What follows belongs to an exercise in optimizing a design on an open flow for small area; a production flow would make more cautious choices.
At most, simulation tests tie the RTL to the original design; equivalence was not proved.
No activity file was given, so power comes from the tool's default toggle rates.

wip/violet:
==> flow/design.v (excerpt) <==
module icsp_engine (
    input  wire        clk,
    input  wire        rst,
    input  wire        req_valid,
    output wire        req_ready,
    input  wire [31:0] req_hdr,
    input  wire [16:0] req_nopd,
    input  wire        opd_valid,
    output wire        opd_ready,
    input  wire [31:0] opd_data,
    output reg         rsp_valid,
    output wire        rsp_status,
    output wire [31:0] rsp_data,
    input  wire        host_abort,
    output reg         icsp_mclr,
    output reg         icsp_clk,
    output reg         icsp_dat_o,
    output reg         icsp_dat_oe,
    input  wire        icsp_dat_i
);
For scale: about 1400 cells after synthesis, ~330 flip-flops, about 16000 um2 of cells after synthesis.
export LEC_CHECK = 0
export CAP_MARGIN = 20
export CORE_MARGIN = 2
export CORE_UTILIZATION = 40
export SLEW_MARGIN = 20
create_clock -name core_clock -period 10.0 [get_ports {clk}]
standard.sh (not shown) runs the stock make flow with config.mk's settings and CLKGATE_MAP_FILE= SYNTH_SCRIPT=/design/flow/synth_recipe.tcl, a recipe that flattens the netlist after the stock synthesis.
==> flow/flow/run.sh <==
#!/bin/bash
# Layout flow: the standard flow (standard.sh) with these changes:
#  - synthesis maps the combinational logic with an area-oriented ABC
#    script (flow/area.abc) and without Yosys's full/half-adder extraction
#    (ADDER_MAP_FILE empty); the rest of the synthesis script is the standard flow's, so
#    the registers are the standard synthesis's;
#  - the port buffers are the smallest buffer, sky130_fd_sc_hd__buf_1;
#  - clock tree synthesis uses clkbuf_4 leaf clusters of at most 10 sinks and
#    no dummy loads.
# Each tool's output is in orfs/logs/; make's output is in flow_make.log.
set -euo pipefail
here=$(pwd)
{ cat "$here/flow/abc_override.tcl"; cat "$here/synth_recipe.tcl"; } > "$here/flow_synth.tcl"
sed "s|SYNTH_SCRIPT=[^ ]*|SYNTH_SCRIPT=$here/flow_synth.tcl ADDER_MAP_FILE=|" standard.sh > "$here/flow_standard.sh"
export FLOW_ABC_SCRIPT="$here/flow/area.abc"
export CTS_ARGS="-sink_clustering_enable -repair_clock_nets -dont_use_dummy_load -buf_list sky130_fd_sc_hd__clkbuf_4 -sink_clustering_size 10 -sink_clustering_max_diameter 40"
export BUFFER_PORTS_ARGS="-buffer_cell sky130_fd_sc_hd__buf_1"
bash "$here/flow_standard.sh" finish > "$here/flow_make.log" 2>&1
==> flow/flow/abc_override.tcl <==
# Use this flow's ABC script for the technology mapping of the
# combinational logic (ORFS's synth.tcl calls abc once, with -script).
# Registers are mapped before abc runs and abc is not given -dff, so the
# registers are the standard synthesis's.
proc abc {args} {
  set i [lsearch -exact $args -script]
  if {$i >= 0} {
    set args [lreplace $args [expr {$i + 1}] [expr {$i + 1}] $::env(FLOW_ABC_SCRIPT)]
  }
  yosys abc {*}$args
}
==> flow/flow/area.abc <==
strash
&get -n
&st
&deepsyn -T 45
&dch
&nf -R 1000 -p
&put
strash
&get -n
&st
&deepsyn -T 45
&dch
&nf -R 1000 -p
&put
strash
&get -n
&st
&deepsyn -T 45
&dch
&nf -R 1000 -p
&put
topo
wip/violet: PASS, flow complete, no timing, DRC or antenna violations
--- input diff wip/violet..wip/pepper ---
Settings: CORE_UTILIZATION now 60, was 40.
==> flow/flow/area.abc <==
strash
&get -n
&st
&deepsyn -T 60
&dch
&nf -R 1000 -p
&put
strash
&get -n
&st
&deepsyn -T 60
&dch
&nf -R 1000 -p
&put
strash
&get -n
&st
&deepsyn -T 60
&dch
&nf -R 1000 -p
&put
strash
&get -n
&st
&deepsyn -T 60
&dch
&nf -R 1000 -p
&put
topo
Results
wip/pepper ends up with a critical path depth that is 4.0% higher than in wip/violet.
In the tables for wip/violet and wip/pepper, number of clock buffers in the layout reads lower with wip/pepper.
Compared with wip/violet, chip height in wip/pepper decreased by more than 10%.
Summary: total net switching power, wip/pepper better than wip/violet
Clock network area share, wip/violet and wip/pepper, lower one = wip/pepper.
NOTE: sequential share of layout area in wip/pepper exceeds that of wip/violet
When wip/pepper is measured against wip/violet, its combinational group share of total power turns out 0.8 points lower.
wip/pepper reports a lower via count than wip/violet does.
Input changes introduced in wip/zinc (baseline for comparison: wip/pepper):
==> flow/flow/area.abc <==
strash
&get -n
&st
&deepsyn -T 45
&dch
&nf -R 1000 -p
&put
strash
&get -n
&st
&deepsyn -T 45
&dch
&nf -R 1000 -p
&put
strash
&get -n
&st
&deepsyn -T 45
&dch
&nf -R 1000 -p
&put
topo
--- outcome ---
- | ratio of final minimum period to clock period | higher: wip/zinc |
- Between wip/zinc and wip/pepper, the difference in proportion of final cell area spent on non-clock buffers is negligible.
- On pin count of the biggest net entering global routing: wip/zinc sits above wip/pepper.
- Going from wip/pepper to wip/zinc, peak supply drop shrinks by 0.0074 mV.
- Layout cell share with drive strength beyond 1, wip/zinc and wip/pepper: lower on wip/zinc
- Per the comparison of wip/zinc with wip/pepper, global-route congestion overflow total flat, number of logic stages on the critical path including buffering has decreased.
- Going from wip/pepper to wip/zinc, highest clock rate now smaller, first-pass GRT wire length increased by 4.1% relative to the old numbers, met2 layer usage reported by global route now sits higher, initial DRC count decreased 169.
> inputs changed (wip/zinc -> wip/willow)
Settings: CORE_UTILIZATION: 60 -> 66.
==> flow/flow/area.abc <==
strash
&get -n
&st
&deepsyn -T 60
&dch
&nf -R 1000 -p
&put
strash
&get -n
&st
&deepsyn -T 60
&dch
&nf -R 1000 -p
&put
strash
&get -n
&st
&deepsyn -T 60
&dch
&nf -R 1000 -p
&put
strash
&get -n
&st
&deepsyn -T 60
&dch
&nf -R 1000 -p
&put
topo
### Flow results
Changes observed in wip/willow relative to wip/zinc: cell depth of the worst setup path went up about 4%, total clock buffers created by CTS -2.2%, overall routed net length saw a decrease, total number of vias -89. Comparing wip/willow with wip/zinc, the xor and xnor fraction of the mapped netlist area came out essentially unchanged. Top metal layer carrying routed signals: met4 -> wip/willow, met5 -> wip/zinc. Against wip/zinc, area inside the core boundary in wip/willow came out better. wip/willow ended with more worst hold margin than wip/zinc.

---

Setup of 06-28:
Another version of the RTL of icsp_engine (not shown whole).
Size: roughly 1700 cells after synthesis, roughly 130 I/O pins, ~18000 um^2 of cells after synthesis.
Settings: LEC_CHECK=0, CAP_MARGIN=20, CORE_MARGIN=2, CORE_UTILIZATION=40, SLEW_MARGIN=20; clock period 10.0 ns.
==> flow/flow/run.sh <==
#!/bin/bash
# Layout flow: the standard flow (standard.sh) with two changes:
#  - synthesis maps the combinational logic with an area-oriented ABC
#    script (flow/area.abc); the rest of the synthesis script is the standard flow's;
#  - the port buffers are the smallest buffer, sky130_fd_sc_hd__buf_1;
#  - clock tree synthesis uses smaller clock buffers and no dummy loads.
# Each tool's output is in orfs/logs/; make's output is in flow_make.log.
set -euo pipefail
here=$(pwd)
{ cat "$here/flow/abc_override.tcl"; cat "$here/synth_recipe.tcl"; } > "$here/flow_synth.tcl"
sed "s|SYNTH_SCRIPT=[^ ]*|SYNTH_SCRIPT=$here/flow_synth.tcl|" standard.sh > "$here/flow_standard.sh"
export FLOW_ABC_SCRIPT="$here/flow/area.abc"
export CTS_ARGS="-sink_clustering_enable -repair_clock_nets -dont_use_dummy_load -buf_list sky130_fd_sc_hd__clkbuf_8 -sink_clustering_size 16 -sink_clustering_max_diameter 50"
export BUFFER_PORTS_ARGS="-buffer_cell sky130_fd_sc_hd__buf_1"
bash "$here/flow_standard.sh" finish > "$here/flow_make.log" 2>&1
==> flow/flow/area.abc <==
strash
&get -n
&st
&syn2
&dch
&nf -R 1000 -p
&st
&syn2
&dch
&nf -R 1000 -p
&put
topo
Scripts as last shown in full above: flow/flow/abc_override.tcl
06-28 finished every stage and its layout cleared the timing, DRC and antenna checks.
Relative to 06-28, the following input files were edited for 04-24:
Settings: an added CTS_CLUSTER_SIZE of 30; an added CTS_BUF_LIST of sky130_fd_sc_hd__clkbuf_8; a change of CORE_UTILIZATION from 40 to 60.
diff --git a/flow/flow/run.sh b/flow/flow/run.sh
--- a/flow/flow/run.sh
+++ b/flow/flow/run.sh
@@ -5,2 +5 @@
-#  - the port buffers are the smallest buffer, sky130_fd_sc_hd__buf_1;
-#  - clock tree synthesis uses smaller clock buffers and no dummy loads.
+#  - the port buffers are the smallest buffer, sky130_fd_sc_hd__buf_1.
@@ -13 +11,0 @@
-export CTS_ARGS="-sink_clustering_enable -repair_clock_nets -dont_use_dummy_load -buf_list sky130_fd_sc_hd__clkbuf_8 -sink_clustering_size 16 -sink_clustering_max_diameter 50"
[summary]
- Sort 06-28 and 04-24 by highest net fanout along the worst path, descending, and 04-24 comes first.
- Share of cell area taken by multi-input logic gates ends up lower on 04-24.
- Compared with 06-28, final cell count without fillers in 04-24 decreased by a few percent.
- Of 04-24 and 06-28, it is 04-24 that has the higher routability congestion estimate.
- The estimated power of 04-24 ends up higher than the estimate for 06-28.
- 04-24 vs 06-28: total length of routed met3 wires up by more than 10%
No run of this note included a check of the RTL's function; only the layout flow was run.

---

Another version of the RTL of icsp_engine (not shown whole).
For scale: roughly 1,500 cells after synthesis, about 340 flip-flops, ~130 I/O pins, ~16,000 µm² of cells after synthesis.
==> flow/design.v (excerpt) <==
module icsp_engine (
    input  wire        clk,
    input  wire        rst,
    input  wire        req_valid,
    output wire        req_ready,
    input  wire [31:0] req_hdr,
    input  wire [16:0] req_nopd,
    input  wire        opd_valid,
    output wire        opd_ready,
    input  wire [31:0] opd_data,
    output reg         rsp_valid,
    output wire        rsp_status,
    output wire [31:0] rsp_data,
    input  wire        host_abort,
    output reg         icsp_mclr,
    output reg         icsp_clk,
    output reg         icsp_dat_o,
    output reg         icsp_dat_oe,
    input  wire        icsp_dat_i
);
clock: 10.0 ns
lec_check: 0
cap_margin: 20
core_margin: 2
core_utilization: 40
slew_margin: 20
==> flow/flow/run.sh <==
#!/bin/bash
# Layout flow: the standard flow (standard.sh) with these changes:
#  - synthesis maps the combinational logic with an area-oriented ABC
#    script (flow/area.abc) and without Yosys's full/half-adder extraction
#    (ADDER_MAP_FILE empty); the rest of the synthesis script is the standard flow's, so
#    the registers are the standard synthesis's;
#  - the port buffers are the smallest buffer, sky130_fd_sc_hd__buf_1;
#  - clock tree synthesis uses clkbuf_8 leaf clusters of at most 16 sinks and
#    no dummy loads.
# Each tool's output is in orfs/logs/; make's output is in flow_make.log.
set -euo pipefail
here=$(pwd)
{ cat "$here/flow/abc_override.tcl"; cat "$here/synth_recipe.tcl"; } > "$here/flow_synth.tcl"
sed "s|SYNTH_SCRIPT=[^ ]*|SYNTH_SCRIPT=$here/flow_synth.tcl ADDER_MAP_FILE=|" standard.sh > "$here/flow_standard.sh"
export FLOW_ABC_SCRIPT="$here/flow/area.abc"
export CTS_ARGS="-sink_clustering_enable -repair_clock_nets -dont_use_dummy_load -buf_list sky130_fd_sc_hd__clkbuf_16 -sink_clustering_size 32 -sink_clustering_max_diameter 70"
export BUFFER_PORTS_ARGS="-buffer_cell sky130_fd_sc_hd__buf_1"
bash "$here/flow_standard.sh" finish > "$here/flow_make.log" 2>&1
==> flow/flow/area.abc <==
strash
&get -n
&st
&deepsyn -T 90
&dch
&nf -R 1000 -p
&st
&syn2
&dch
&nf -R 1000 -p
&put
topo
Scripts as last shown in full above: flow/flow/abc_override.tcl
The starting point passed the timing, DRC and antenna checks.
Next try:
--- a/flow/flow/run.sh
+++ b/flow/flow/run.sh
@@ -16 +16 @@
-export CTS_ARGS="-sink_clustering_enable -repair_clock_nets -dont_use_dummy_load -buf_list sky130_fd_sc_hd__clkbuf_16 -sink_clustering_size 32 -sink_clustering_max_diameter 70"
+export CTS_ARGS="-sink_clustering_enable -repair_clock_nets -dont_use_dummy_load -buf_list \"sky130_fd_sc_hd__clkbuf_2 sky130_fd_sc_hd__clkbuf_4 sky130_fd_sc_hd__clkbuf_8 sky130_fd_sc_hd__clkbuf_16\" -sink_clustering_size 16 -sink_clustering_max_diameter 50"
What happened: Non-clock buffer count is unchanged. Maximum frequency rises by 0.70%. Worst setup slack gains 0.044 ns. Wire length barely changes. Total power rises by 6.0%. Core utilization rises by 0.88 points. Die area is unchanged. Sequential cell count does not change.
Next try:
--- a/flow/flow/run.sh
+++ b/flow/flow/run.sh
@@ -16 +16 @@
-export CTS_ARGS="-sink_clustering_enable -repair_clock_nets -dont_use_dummy_load -buf_list \"sky130_fd_sc_hd__clkbuf_2 sky130_fd_sc_hd__clkbuf_4 sky130_fd_sc_hd__clkbuf_8 sky130_fd_sc_hd__clkbuf_16\" -sink_clustering_size 16 -sink_clustering_max_diameter 50"
+export CTS_ARGS="-sink_clustering_enable -repair_clock_nets -dont_use_dummy_load -buf_list sky130_fd_sc_hd__clkbuf_8 -sink_clustering_size 16 -sink_clustering_max_diameter 50"
Result:
- fmax came out lower slightly
- clock-buffer cell count came out lower by 1
- flip-flop and latch count does not change
- sequential share of layout area came out higher by 1.1 points
- area after synthesis hardly moves
- clock skew came out higher by 0.045 ns
- register-to-register slack is worse by 0.03 ns

[what the ideal ports hide]
The results above use ideal ports. As a check the final layouts listed here were re-extracted and re-timed, cells and wires unchanged.
Step 1: set_driving_cell puts a clkbuf_16 on clk and a buf_2 on each other input, an assumption about the parent block.
Step 2 times the ports against the registers' clock, not the clock port: input delays grow and output delays shrink by t, the midpoint of the rising clock arrivals with the driver on.
Three values: no drivers, after step 1, after step 2; two values: the first two.
| run | t (ns) | setup WS [ns] | worst setup path at the end | worst slew at a driven data input, ns | cell pins on the clock port's net |
|---|---|---|---|---|---|
| wip/violet | 0.817 | 3.418 / 3.418 / 3.418 | register to register | 0.07 | 1 |
| wip/pepper | 0.693 | 3.540 / 3.540 / 3.540 | register to register | 0.07 | 1 |
| wip/zinc | 0.710 | 3.356 / 3.356 / 3.356 | register to register | 0.07 | 1 |
| wip/willow | 0.708 | 3.733 / 3.733 / 3.733 | register to register | 0.07 | 1 |
| 06-28 | 0.663 | 3.259 / 3.259 / 3.259 | register to register | 0.08 | 1 |
| 04-24 | 0.641 | 2.883 / 2.883 / 2.883 | register to register | 0.04 | 1 |
| the first run of note 3 | 0.596 | 3.753 / 3.753 / 3.753 | register to register | 0.09 | 1 |
| the second run of note 3 | 0.575 | 3.796 / 3.796 / 3.796 | register to register | 0.09 | 1 |
| the third run of note 3 | 0.637 | 3.770 / 3.770 / 3.770 | register to register | 0.05 | 1 |
After both steps every run listed still meets setup and hold.
